Source: an optimization exercise on an open RTL-to-GDS flow (aim: a short achievable clock period and few clock cycles). Production flows keep margins and buffers that such runs may drop.
The RTL was checked by simulation tests, not by an equivalence proof against the original design.
Power figures rest on the tool's default switching activity, not on a simulated workload.

<file path="flow/config.mk">
export PLATFORM = sky130hd
export DESIGN_NAME = rast1
export DESIGN_NICKNAME = rast1
export VERILOG_FILES = /design/flow/design.v
export SDC_FILE = /design/flow/constraint.sdc
export NUM_CORES = 4
export LEC_CHECK = 0
export CAP_MARGIN = 20
export CORE_MARGIN = 2
export CORE_UTILIZATION = 40
export PLACE_DENSITY = 0.6
export SLEW_MARGIN = 20
</file>
<file path="flow/constraint.sdc">
create_clock -name core_clock -period 10.0 [get_ports {clk}]
set_input_delay 2.0000 -clock core_clock [delete_from_list [all_inputs] [get_ports {clk}]]
set_output_delay 2.0000 -clock core_clock [all_outputs]
set_load 0.01 [all_outputs]
</file>
<file path="flow/design.v">
module rast1 (
    input             clk,
    input             rst,
    input             host_valid,
    input             host_we,
    input      [2:0]  host_addr,       
    input      [31:0] host_wdata,
    output reg        host_ready,
    output reg [31:0] host_rdata,
    output reg        mem_valid,
    output reg        mem_we,
    output reg [31:0] mem_addr,
    output reg [7:0]  mem_wdata,
    input             mem_ready,
    input      [7:0]  mem_rdata,
    input             mem_err
);
    localparam SW = 640;
    localparam SH = 400;
    localparam ST_IDLE = 2'd0;
    localparam ST_DEC  = 2'd1;
    localparam ST_RUN  = 2'd2;
    localparam PH_BM = 2'd0;
    localparam PH_RD = 2'd1;
    localparam PH_WR = 2'd2;
    reg [31:0] fb_base, bm_base, arg0, arg1, cmd;
    reg [7:0]  status;
    reg [1:0]  st;
    reg [1:0]  pv;              
    wire signed [17:0] ox  = {{2{arg0[15]}}, arg0[15:0]};
    wire signed [17:0] ox2 = {{2{arg0[31]}}, arg0[31:16]};
    wire signed [17:0] oy  = {{2{arg1[15]}}, arg1[15:0]};
    wire signed [17:0] oh  = {{2{arg1[31]}}, arg1[31:16]};
    wire signed [17:0] c_yf   = (oy < 0) ? 18'sd0 : oy;
    wire signed [17:0] c_hlo0 = (ox < ox2) ? ox : ox2;
    wire signed [17:0] c_hhi0 = (ox < ox2) ? ox2 : ox;
    wire signed [17:0] c_hlo  = (c_hlo0 < 0) ? 18'sd0 : c_hlo0;
    wire signed [17:0] c_hhi  = (c_hhi0 > SW - 1) ? SW - 1 : c_hhi0;
    wire               c_xon  = (ox >= 0) && (ox < SW);
    wire               c_yon  = (oy >= 0) && (oy < SH);
    reg               p1_xon, p1_yon, p1_x2ge1, p1_hge1, p1_ylt400, p1_xlt640;
    reg               p1_hlok, p1_left;
    reg signed [17:0] p1_yend, p1_rcxe, p1_yf;
    reg [9:0]         p1_x, p1_hlo, p1_hhi;
    reg [8:0]         p1_y;
    reg [14:0]        p1_o80, p1_o80p;
    reg [16:0]        p1_skip;
    reg [2:0]         p1_xgtw, p1_right, p1_two;
    reg [4:0]         p1_m0, p1_m1, p1_m2;
    reg [6:0]         p1_off0, p1_off1, p1_off2;
    function [13:0] blgeo;       
        input [1:0]  w;
        input [17:0] x;
        reg          left, right;
        reg [4:0]    m;
        reg [6:0]    off;
        reg [5:0]    wb;
        reg [2:0]    nb;
        begin
            wb    = (w == 2'd0) ? 6'd8 : (w == 2'd1) ? 6'd16 : 6'd32;
            nb    = (w == 2'd0) ? 3'd1 : (w == 2'd1) ? 3'd2 : 3'd4;
            left  = x[17];
            right = !left && (x > (18'd640 - {12'd0, wb}));
            m     = left ? (5'd0 - x[4:0]) : (x[4:0] & (wb[4:0] - 5'd1));
            off   = left ? 7'd0 : right ? (7'd80 - {4'd0, nb}) :
                    (x[9:3] & ~({4'd0, nb} - 7'd1));
            blgeo = {right, !left && !right && (m != 5'd0), m, off};
        end
    endfunction
    wire [13:0] g0 = blgeo(2'd0, ox);
    wire [13:0] g1 = blgeo(2'd1, ox);
    wire [13:0] g2 = blgeo(2'd2, ox);
    always @(posedge clk) begin
        p1_xon    <= c_xon;
        p1_yon    <= c_yon;
        p1_x2ge1  <= (ox2 >= 1);
        p1_hge1   <= (oh >= 1);
        p1_ylt400 <= (oy < SH);
        p1_xlt640 <= (ox < SW);
        p1_hlok   <= c_yon && !(c_hhi0 < 0) && !(c_hlo0 >= SW);
        p1_left   <= (ox < 0);
        p1_yend   <= oy + oh - 18'sd1;
        p1_rcxe   <= ox + ox2 - 18'sd1;
        p1_yf     <= c_yf;
        p1_x      <= ox[9:0];
        p1_hlo    <= c_hlo[9:0];
        p1_hhi    <= c_hhi[9:0];
        p1_y      <= oy[8:0];
        p1_o80    <= {c_yf[8:0], 6'd0} + {2'd0, c_yf[8:0], 4'd0};
        p1_o80p   <= {c_yf[8:0], 6'd0} + {2'd0, c_yf[8:0], 4'd0} + 15'd80;
        p1_skip   <= (oy < 0) ? (17'd0 - oy[16:0]) : 17'd0;
        p1_xgtw   <= {(ox > -18'sd32), (ox > -18'sd16), (ox > -18'sd8)};
        p1_right  <= {g2[13], g1[13], g0[13]};
        p1_two    <= {g2[12], g1[12], g0[12]};
        p1_m0     <= g0[11:7];
        p1_m1     <= g1[11:7];
        p1_m2     <= g2[11:7];
        p1_off0   <= g0[6:0];
        p1_off1   <= g1[6:0];
        p1_off2   <= g2[6:0];
    end
    wire signed [17:0] d_yl   = (p1_yend > SH - 1) ? SH - 1 : p1_yend;
    wire signed [17:0] d_rchi = (p1_rcxe > SW - 1) ? SW - 1 : p1_rcxe;
    wire               d_blyok = p1_hge1 && p1_ylt400 && (p1_yend >= p1_yf);
    function [23:0] spgeo;       
        input [9:0] lo, hi;
        reg   [7:0] ma, mb;
        begin
            ma = 8'hFF >> lo[2:0];
            mb = 8'hFF << (3'd7 - hi[2:0]);
            if (lo[9:3] == hi[9:3]) ma = ma & mb;
            spgeo = {hi[9:3] - lo[9:3], ma, mb, ma == 8'hFF};
        end
    endfunction
    reg        p2_plok, p2_hlok, p2_rcok;
    reg [2:0]  p2_blok;
    reg [8:0]  p2_rows_rc, p2_rows_bl;
    reg [23:0] p2_sg_pl, p2_sg_hl, p2_sg_rc;
    reg [31:0] p2_a_x, p2_a_x80, p2_a_h, p2_a_h80;
    reg [31:0] p2_tw0, p2_tw1, p2_tw2, p2_tw80_0, p2_tw80_1, p2_tw80_2;
    reg [31:0] p2_bm0, p2_bm1, p2_bm2;
    reg        p2_left;
    reg [2:0]  p2_two;
    reg [4:0]  p2_m0, p2_m1, p2_m2;
    always @(posedge clk) begin
        p2_plok    <= p1_xon && p1_yon;
        p2_hlok    <= p1_hlok;
        p2_rcok    <= p1_xon && p1_yon && p1_x2ge1 && p1_hge1;
        p2_blok    <= {3{d_blyok && p1_xlt640}} & p1_xgtw;
        p2_rows_rc <= d_yl[8:0] - p1_y;
        p2_rows_bl <= d_yl[8:0] - p1_yf[8:0];
        p2_sg_pl   <= spgeo(p1_x, p1_x);
        p2_sg_hl   <= spgeo(p1_hlo, p1_hhi);
        p2_sg_rc   <= spgeo(p1_x, d_rchi[9:0]);
        p2_a_x     <= fb_base + {17'd0, p1_o80}  + {25'd0, p1_x[9:3]};
        p2_a_x80   <= fb_base + {17'd0, p1_o80p} + {25'd0, p1_x[9:3]};
        p2_a_h     <= fb_base + {17'd0, p1_o80}  + {25'd0, p1_hlo[9:3]};
        p2_a_h80   <= fb_base + {17'd0, p1_o80p} + {25'd0, p1_hlo[9:3]};
        p2_tw0     <= fb_base + {17'd0, p1_o80}  + {25'd0, p1_off0};
        p2_tw1     <= fb_base + {17'd0, p1_o80}  + {25'd0, p1_off1};
        p2_tw2     <= fb_base + {17'd0, p1_o80}  + {25'd0, p1_off2};
        p2_tw80_0  <= fb_base + {17'd0, p1_o80p} + {25'd0, p1_off0};
        p2_tw80_1  <= fb_base + {17'd0, p1_o80p} + {25'd0, p1_off1};
        p2_tw80_2  <= fb_base + {17'd0, p1_o80p} + {25'd0, p1_off2};
        p2_bm0     <= bm_base + {15'd0, p1_skip};
        p2_bm1     <= bm_base + {14'd0, p1_skip, 1'b0};
        p2_bm2     <= bm_base + {13'd0, p1_skip, 2'b0};
        p2_left    <= p1_left;
        p2_two     <= p1_two & {3{!p1_left}} & ~p1_right;
        p2_m0      <= p1_m0;
        p2_m1      <= p1_m1;
        p2_m2      <= p1_m2;
    end
    wire [3:0] op    = cmd[3:0];
    wire [1:0] wsel  = cmd[5:4];
    wire       legal = (cmd[31:8] == 24'd0) &&
                       ((op <= 4'd4 && cmd[7:4] == 4'd0) ||
                        (op == 4'd5 && wsel != 2'd3) ||
                        (op == 4'd6 && wsel != 2'd3 && cmd[7:6] == 2'd0));
    wire       is_span = (op == 4'd1) || (op == 4'd2) || (op == 4'd3) || (op == 4'd4);
    wire       is_blit = (op == 4'd5) || (op == 4'd6);
    wire       sp_ok   = (op == 4'd1) ? p2_plok : (op == 4'd2) ? p2_hlok : p2_rcok;
    wire       bl_ok   = (wsel == 2'd0) ? p2_blok[0] : (wsel == 2'd1) ? p2_blok[1] : p2_blok[2];
    wire [23:0] dsg    = (op == 4'd1) ? p2_sg_pl : (op == 4'd2) ? p2_sg_hl : p2_sg_rc;
    reg        blit;            
    reg [1:0]  ph;              
    reg        tg;              
    reg [1:0]  bi;              
    reg [1:0]  nb1;             
    reg [1:0]  ws_l;            
    reg        two;
    reg        left;
    reg [4:0]  m;
    reg        alpha, destr, inv;
    reg [8:0]  rr;              
    reg [31:0] rA80;            
    reg [31:0] tw;              
    reg [31:0] ws;              
    reg [31:0] bmn;             
    reg [31:0] s;               
    reg [7:0]  fq0, fq1, fq2, fq3;    
    reg        sset;
    reg [6:0]  bc, bcinit;      
    reg [7:0]  mkA, mkB, cur_mk;
    reg        fullA, fullB;
    wire [5:0]  wbits = (ws_l == 2'd0) ? 6'd8 : (ws_l == 2'd1) ? 6'd16 : 6'd32;
    wire [31:0] win   = (ws_l == 2'd0) ? 32'hFF000000 :
                        (ws_l == 2'd1) ? 32'hFFFF0000 : 32'hFFFFFFFF;
    wire [31:0] sm    = s & win;
    wire [5:0]  wmm   = wbits - {1'b0, m};
    reg  [31:0] SS1, SS2, F1, F2;
    always @(posedge clk) begin
        SS1 <= left ? (sm << m) : (sm >> m);
        SS2 <= sm << wmm;
        F1  <= left ? (win << m) : (win >> m);
        F2  <= win << wmm;
    end
    wire [7:0] s8   = s[31:24];
    wire [7:0] S8_1 = left ? (s8 << m[2:0]) : (s8 >> m[2:0]);
    wire [7:0] S8_2 = s8 << (4'd8 - {1'b0, m[2:0]});
    function [7:0] mrg;
        input [7:0] fb, sb, fm;
        input       al, de, iv;
        reg   [7:0] a, b;
        begin
            if (al) begin
                a = ~sb; b = 8'h00;
            end else case ({de, iv})
                2'b00: begin a = 8'hFF;               b = sb;       end
                2'b01: begin a = ~sb;                 b = sb;       end
                2'b10: begin a = ~fm | sb;            b = sb;       end
                default: begin a = ~fm | (sb ^ fm);   b = sb ^ fm;  end
            endcase
            mrg = (fb & a) | (~fb & b);
        end
    endfunction
    function [7:0] bsel;
        input [31:0] v;
        input [1:0]  k;
        case (k)
            2'd0: bsel = v[31:24];
            2'd1: bsel = v[23:16];
            2'd2: bsel = v[15:8];
            default: bsel = v[7:0];
        endcase
    endfunction
    wire [1:0] bi1   = bi + 2'd1;
    wire [7:0] fqk   = (bi1 == 2'd1) ? fq1 : (bi1 == 2'd2) ? fq2 : fq3;
    wire [7:0] w_next = mrg(fqk, bsel(tg ? SS2 : SS1, bi1), bsel(tg ? F2 : F1, bi1),
                            alpha, destr, inv);
    wire [7:0] w_first_n = mrg(fq0, tg ? SS2[31:24] : SS1[31:24],
                               tg ? F2[31:24] : F1[31:24], alpha, destr, inv);
    wire [7:0] w_first_1 = mrg(mem_rdata, tg ? S8_2 : S8_1,
                               tg ? F2[31:24] : F1[31:24], alpha, destr, inv);
    wire [7:0] w_rmw = sset ? (mem_rdata | cur_mk) : (mem_rdata & ~cur_mk);
    wire [31:0] addr_inc = mem_addr + 32'd1;
    wire [7:0] sfill = sset ? 8'hFF : 8'h00;
    always @(posedge clk) begin
        if (rst) begin
            fb_base    <= 32'd0;
            bm_base    <= 32'd0;
            arg0       <= 32'd0;
            arg1       <= 32'd0;
            cmd        <= 32'd0;
            status     <= 8'd0;
            st         <= ST_IDLE;
            host_ready <= 1'b0;
            mem_valid  <= 1'b0;
            pv         <= 2'b00;
        end else begin
            host_ready <= 1'b0;
            pv         <= {pv[0], 1'b1};
            case (st)
                ST_IDLE: begin
                    if (host_valid && !host_ready) begin
                        if (host_we) begin
                            case (host_addr)
                                3'd0: begin fb_base <= host_wdata; pv <= 2'b00; end
                                3'd1: begin bm_base <= host_wdata; pv <= 2'b00; end
                                3'd2: begin arg0    <= host_wdata; pv <= 2'b00; end
                                3'd3: begin arg1    <= host_wdata; pv <= 2'b00; end
                                default: ;
                            endcase
                            if (host_addr == 3'd4) begin
                                cmd <= host_wdata;
                                st  <= ST_DEC;
                            end else begin
                                host_ready <= 1'b1;
                            end
                        end else begin
                            case (host_addr)
                                3'd0:    host_rdata <= fb_base;
                                3'd1:    host_rdata <= bm_base;
                                3'd2:    host_rdata <= arg0;
                                3'd3:    host_rdata <= arg1;
                                3'd4:    host_rdata <= cmd;
                                3'd5:    host_rdata <= {24'd0, status};
                                3'd6:    host_rdata <= {16'd400, 16'd640};
                                default: host_rdata <= 32'd0;
                            endcase
                            host_ready <= 1'b1;
                        end
                    end
                end
                ST_DEC: begin
                    if (pv[1]) begin
                        alpha <= (op == 4'd6);
                        destr <= cmd[6];
                        inv   <= cmd[7];
                        ws_l  <= wsel;
                        if (!legal) begin
                            status     <= 8'h11;
                            host_ready <= 1'b1;
                            st         <= ST_IDLE;
                        end else if (is_span && sp_ok) begin
                            blit      <= 1'b0;
                            sset      <= (op != 4'd4);
                            mem_valid <= 1'b1;
                            mem_addr  <= (op == 4'd2) ? p2_a_h : p2_a_x;
                            rA80      <= (op == 4'd2) ? p2_a_h80 : p2_a_x80;
                            rr        <= (op == 4'd3 || op == 4'd4) ? p2_rows_rc : 9'd0;
                            bc        <= dsg[23:17];
                            bcinit    <= dsg[23:17];
                            mkA       <= dsg[16:9];
                            mkB       <= dsg[8:1];
                            fullA     <= dsg[0];
                            fullB     <= (dsg[8:1] == 8'hFF);
                            cur_mk    <= dsg[16:9];
                            mem_we    <= dsg[0];
                            mem_wdata <= (op != 4'd4) ? 8'hFF : 8'h00;
                            st        <= ST_RUN;
                        end else if (is_blit && bl_ok) begin
                            blit      <= 1'b1;
                            ph        <= PH_BM;
                            bi        <= 2'd0;
                            tg        <= 1'b0;
                            nb1       <= (wsel == 2'd0) ? 2'd0 : (wsel == 2'd1) ? 2'd1 : 2'd3;
                            left      <= p2_left;
                            two       <= (wsel == 2'd0) ? p2_two[0] : (wsel == 2'd1) ? p2_two[1] : p2_two[2];
                            m         <= (wsel == 2'd0) ? p2_m0 : (wsel == 2'd1) ? p2_m1 : p2_m2;
                            rr        <= p2_rows_bl;
                            mem_valid <= 1'b1;
                            mem_we    <= 1'b0;
                            mem_addr  <= (wsel == 2'd0) ? p2_bm0 : (wsel == 2'd1) ? p2_bm1 : p2_bm2;
                            tw        <= (wsel == 2'd0) ? p2_tw0 : (wsel == 2'd1) ? p2_tw1 : p2_tw2;
                            rA80      <= (wsel == 2'd0) ? p2_tw80_0 : (wsel == 2'd1) ? p2_tw80_1 : p2_tw80_2;
                            st        <= ST_RUN;
                        end else begin
                            status     <= 8'h00;
                            host_ready <= 1'b1;
                            st         <= ST_IDLE;
                        end
                    end
                end
                ST_RUN: begin
                    if (mem_ready) begin
                        if (mem_err) begin
                            status     <= 8'h21;
                            host_ready <= 1'b1;
                            mem_valid  <= 1'b0;
                            st         <= ST_IDLE;
                        end else if (!blit) begin
                            if (!mem_we) begin
                                mem_we    <= 1'b1;
                                mem_wdata <= w_rmw;
                            end else if (bc != 7'd0) begin
                                mem_addr  <= addr_inc;
                                bc        <= bc - 7'd1;
                                cur_mk    <= (bc == 7'd1) ? mkB : 8'hFF;
                                mem_we    <= (bc == 7'd1) ? fullB : 1'b1;
                                mem_wdata <= sfill;
                            end else if (rr != 9'd0) begin
                                mem_addr  <= rA80;
                                rA80      <= rA80 + 32'd80;
                                rr        <= rr - 9'd1;
                                bc        <= bcinit;
                                cur_mk    <= mkA;
                                mem_we    <= fullA;
                                mem_wdata <= sfill;
                            end else begin
                                status     <= 8'h00;
                                host_ready <= 1'b1;
                                mem_valid  <= 1'b0;
                                st         <= ST_IDLE;
                            end
                        end else begin
                            case (ph)
                                PH_BM: begin
                                    case (bi)
                                        2'd0: s[31:24] <= mem_rdata;
                                        2'd1: s[23:16] <= mem_rdata;
                                        2'd2: s[15:8]  <= mem_rdata;
                                        default: s[7:0] <= mem_rdata;
                                    endcase
                                    bmn <= addr_inc;
                                    if (bi != nb1) begin
                                        bi       <= bi + 2'd1;
                                        mem_addr <= addr_inc;
                                    end else begin
                                        bi       <= 2'd0;
                                        ph       <= PH_RD;
                                        tg       <= 1'b0;
                                        mem_addr <= tw;
                                        ws       <= tw;
                                    end
                                end
                                PH_RD: begin
                                    case (bi)
                                        2'd0: fq0 <= mem_rdata;
                                        2'd1: fq1 <= mem_rdata;
                                        2'd2: fq2 <= mem_rdata;
                                        default: fq3 <= mem_rdata;
                                    endcase
                                    if (bi != nb1) begin
                                        bi       <= bi + 2'd1;
                                        mem_addr <= addr_inc;
                                    end else begin
                                        bi        <= 2'd0;
                                        ph        <= PH_WR;
                                        mem_we    <= 1'b1;
                                        mem_addr  <= ws;
                                        mem_wdata <= (nb1 == 2'd0) ? w_first_1 : w_first_n;
                                    end
                                end
                                default: begin   
                                    if (bi != nb1) begin
                                        bi        <= bi + 2'd1;
                                        mem_addr  <= addr_inc;
                                        mem_wdata <= w_next;
                                    end else if (!tg && two) begin
                                        bi       <= 2'd0;
                                        tg       <= 1'b1;
                                        ph       <= PH_RD;
                                        mem_we   <= 1'b0;
                                        mem_addr <= addr_inc;
                                        ws       <= addr_inc;
                                    end else if (rr != 9'd0) begin
                                        bi       <= 2'd0;
                                        ph       <= PH_BM;
                                        mem_we   <= 1'b0;
                                        mem_addr <= bmn;
                                        tw       <= rA80;
                                        rA80     <= rA80 + 32'd80;
                                        rr       <= rr - 9'd1;
                                    end else begin
                                        status     <= 8'h00;
                                        host_ready <= 1'b1;
                                        mem_valid  <= 1'b0;
                                        st         <= ST_IDLE;
                                    end
                                end
                            endcase
                        end
                    end
                end
                default: st <= ST_IDLE;
            endcase
        end
    end
endmodule
</file>
<file path="flow/run.sh">
#!/bin/bash
# synth_recipe.tcl (not shown) runs the flow's synth.tcl, then flattens the netlist and writes it again
# the make line also repeats each setting of config.mk as NAME=value (left out here)
make -C /OpenROAD-flow-scripts/flow DESIGN_CONFIG=/design/flow/config.mk WORK_HOME=/design/flow/orfs CLKGATE_MAP_FILE= SYNTH_SCRIPT=/design/flow/synth_recipe.tcl finish
</file>
==> results.txt <==
GP Congestion: 0.976
Post-DR vias/cell: 5.78
Crit. End Element: flop
DRC viols: 0
Crit-path max FO: 17
Ys async rst share: 0%
Gate Count Post-Synth: 7700
DP HPWL: 180000 um
Post-synth top cells: 1057 x nand2_1, 955 x dfxtp_1, 679 x a21oi_1
Peak VDD IR: 0.140 mV
Final worst path period need: 4.85 ns
Die height: 415 um
Worst skew pair latency: 0.82 ns
H-tree depth: 4
Yosys top cell area share: 28.2%
CTS root buffer: clkbuf_16
WL final: 243000 um
Post-CTS setup buffers: 0
Seq/Total Area, Yosys: 43.1%
Post-synth EDFFs: 334
Hold Path Class: reg2reg
Main synth FF type: dfxtp_1
Num CTS Buffers: 145
Pre-antenna DRT Iters: 6
Layout Nets: 8000
CTS max path bufs: 3
Mapped Area: 67700 um2
Synth top area cells: dfxtp_1 28%, edfxtp_1 15%, nand2_1 5.9%
# port buffers: 123
Synthesized Nets: 8043
Final setup violation count: 0
Max Cap Viol: 0
Synth area leader: dfxtp_1
Kind of critical path: reg2reg
Fillcell total: 16011
Relative slew slack: 18.9%
WL/cell: 24.3 um
First-pass GRT wire length: 357000 um
Antenna violations before repair: 8
Leak: 28.6 nW
Worst setup SP type: flop
Post-route clock period utilization: 48.5%
CTS clk-pin slew, worst paths: 0.06 ns
CTS tree: done
Fmax: 0.206 GHz
Syn. warnings: 1
Slew @ Worst Pin: 1.21 ns
Top-count cell post-synth: nand2_1
Worst endpoint required time: 10.67 ns
Grt total ovfl: 0
Post_cts resized: 0
Distinct cells, synth: 112
PwrDens: 156 nW/um2
Area of the die: 173000 um2
Initial Util: 40.4%
RSZ-0062 raised after global routing: no
Max-slew violation count: 0
Clock skew: 0.0339 ns
Via count: 57704
I/O pins: 124
Fin. Hold Viols: 0
Share of layout cells above drive strength 1: 7.43%
Synthesized flop and latch total: 1289
Area grow syn2layout: 12.5%
Number of DRC markers in iteration 0: 6533
CTS sink cnt: 1289
Total GRT Usage: 27.2%
Status: complete, no violations
Antenna Nets Post-Route: 0
Setup TNS: 0 ns
Pin count of the biggest net entering global routing: 90
Horizontal die dimension: 415 um
Rows: 150
Vias in the first global route: 53944
Final worst slack: 5.15 ns
Crit path DAT: 5.52 ns
Pre-CTS setup slack: 4.89 ns
Core ar.: 168000 um2
CTS Hold Bufs: 0
Post-Syn Area per Cell: 8.79 um2
-- logic make-up (layout without fill, tap and decap cells) --
group                    after synthesis  in the layout  share of synthesized area [%]
flip-flops                          1289           1289                           43.1
AND/OR/NAND/NOR                     2566           2566                           17.3
XOR/XNOR                             555            555                           7.29
buffers and inverters                802            873                           4.52
AO/OA/AOI/OAI                       1870           1870                           17.0
adder cells (fa/ha/maj)              295            295                           5.64
multiplexers                         322            322                           5.16
other                                  1              4                        0.00554
-- through the flow --
| step | utilization [%] | instance area, um2 | total power [W] | hold WS, ns | cells |
|---|---|---|---|---|---|
| 2_1_floorplan | - | 67700 | 0.00611 | 0.310 | 7700 |
| 3_3_place_gp | 42.4 | 71100 | 0.00636 | 0.311 | 9712 |
| 3_5_place_dp | 42.4 | 71100 | 0.00638 | 0.312 | 9713 |
| 4_1_cts | 45.4 | 76100 | 0.0119 | 0.326 | 9974 |
| 5_1_grt | 45.4 | 76100 | 0.0122 | 0.332 | 9976 |
| 6_report | 45.4 | 76100 | 0.0118 | 0.325 | 9978 |
-- metal layers --
| layer | GRT usage, % | routed length [um] | part of all wire [%] |
|---|---|---|---|
| met5 | 0 | 17 | 0.0070 |
| met4 | 15.2 | 15100 | 6.2 |
| met3 | 4.06 | 18200 | 7.5 |
| met2 | 43.1 | 109000 | 45 |
| met1 | 35.6 | 101000 | 41 |
-- critical path: stages, from the launching register on --
cell,delay (ns)
dfxtp_1,0.43
nor4_1,0.59
nand2_1,0.19
nor3_1,0.42
and3_1,0.22
ha_1,0.21
a21o_1,0.50
nand2_1,0.21
inv_1,0.15
ha_1,0.24
a21o_1,0.18
a21oi_1,0.21
o21bai_1,0.09
a21o_1,0.22
xor2_1,0.28
and3_1,0.26
nand4_1,0.12
xnor2_1,0.17
-- cell usage in the layout, fill, tap and decap left out, types with 21 or more instances in the layout --
cell type           n
and3_1             60
mux2i_1           242
nor4_1             35
nor2_1            636
mux2_2             65
or3_1              30
clkdlybuf4s50_1   119
clkbuf_1           27
and2_1             81
a21o_1             79
edfxtp_1          334
clkbuf_16         151
o31ai_1            21
dfxtp_1           953
o211ai_1           85
nand2b_1           47
a22oi_1            52
ha_1              277
o21ai_0           406
nand2_1          1055
o22ai_1            88
a21oi_1           676
o21a_1             37
nor2b_1            69
nor3_1            107
a221oi_1           36
xnor2_1           336
or2_2              24
clkbuf_8           21
xor2_1            205
a211oi_1           78
nand3_1           226
a21boi_0           22
buf_4             140
inv_1             340
a31oi_1            82
o21bai_1           27
nand4_1            79
-- final timing paths --
check | from | to | slack (ns) | cells after the start
worst max register to register | arg1[5] | p1_o80p[14] | 5.15 | 17
worst min register to register | p1_m0[4] | p2_m0[4] | 0.33 | 0
worst max-delay path | arg1[5] | p1_o80p[14] | 5.15 | 17
worst min-delay path | p1_m0[4] | p2_m0[4] | 0.33 | 0
-- report_power, final --
group | switching (W) | internal, W | leakage, nW
logic | 0.000434 | 0.000264 | 15.3
registers | 0.0000771 | 0.00550 | 10.8
clock network | 0.00227 | 0.00330 | 2.44
total | 0.00278 | 0.00906 | 28.6
-- cell type report --
cell class | count | area [um2] | area share, %
multi-input combinational | 5609 | 35700 | 46.8
sequential | 1289 | 29200 | 38.3
clock buffer | 200 | 4180 | 5.48
tap | 2204 | 2760 | 3.62
timing repair buffer | 265 | 2310 | 3.03
inverter | 347 | 1300 | 1.71
clock inverter | 61 | 778 | 1.02
antenna | 3 | 7.51 | 0.00986
Testbench counts, summed over its fixed seeds: cycles 175,830.

-- separate check: timing with driven ports --
In the flow no input, the clock included, has a driving cell. The finished layout below was timed again as built, in two steps.
Step 1, drivers: a clkbuf_16 drives clk and a buf_2 each remaining input, both assumed.
Step 2, shift: input delay + t, output delay - t, t = (earliest + latest rising clock arrival at the registers) / 2. This alone moves slack from input paths to output paths.
Three values: ideal ports, drivers, drivers and shift; two values: the first two.
shift t [ns]: 0.885
setup slack, ns: 5.152 / 5.152 / 4.809
worst slew at a driven data input, ns: 0.13
After both steps this run still meets setup and hold. The setup slack of this run moves by 0.000 ns with the drivers and by -0.343 ns with both steps.
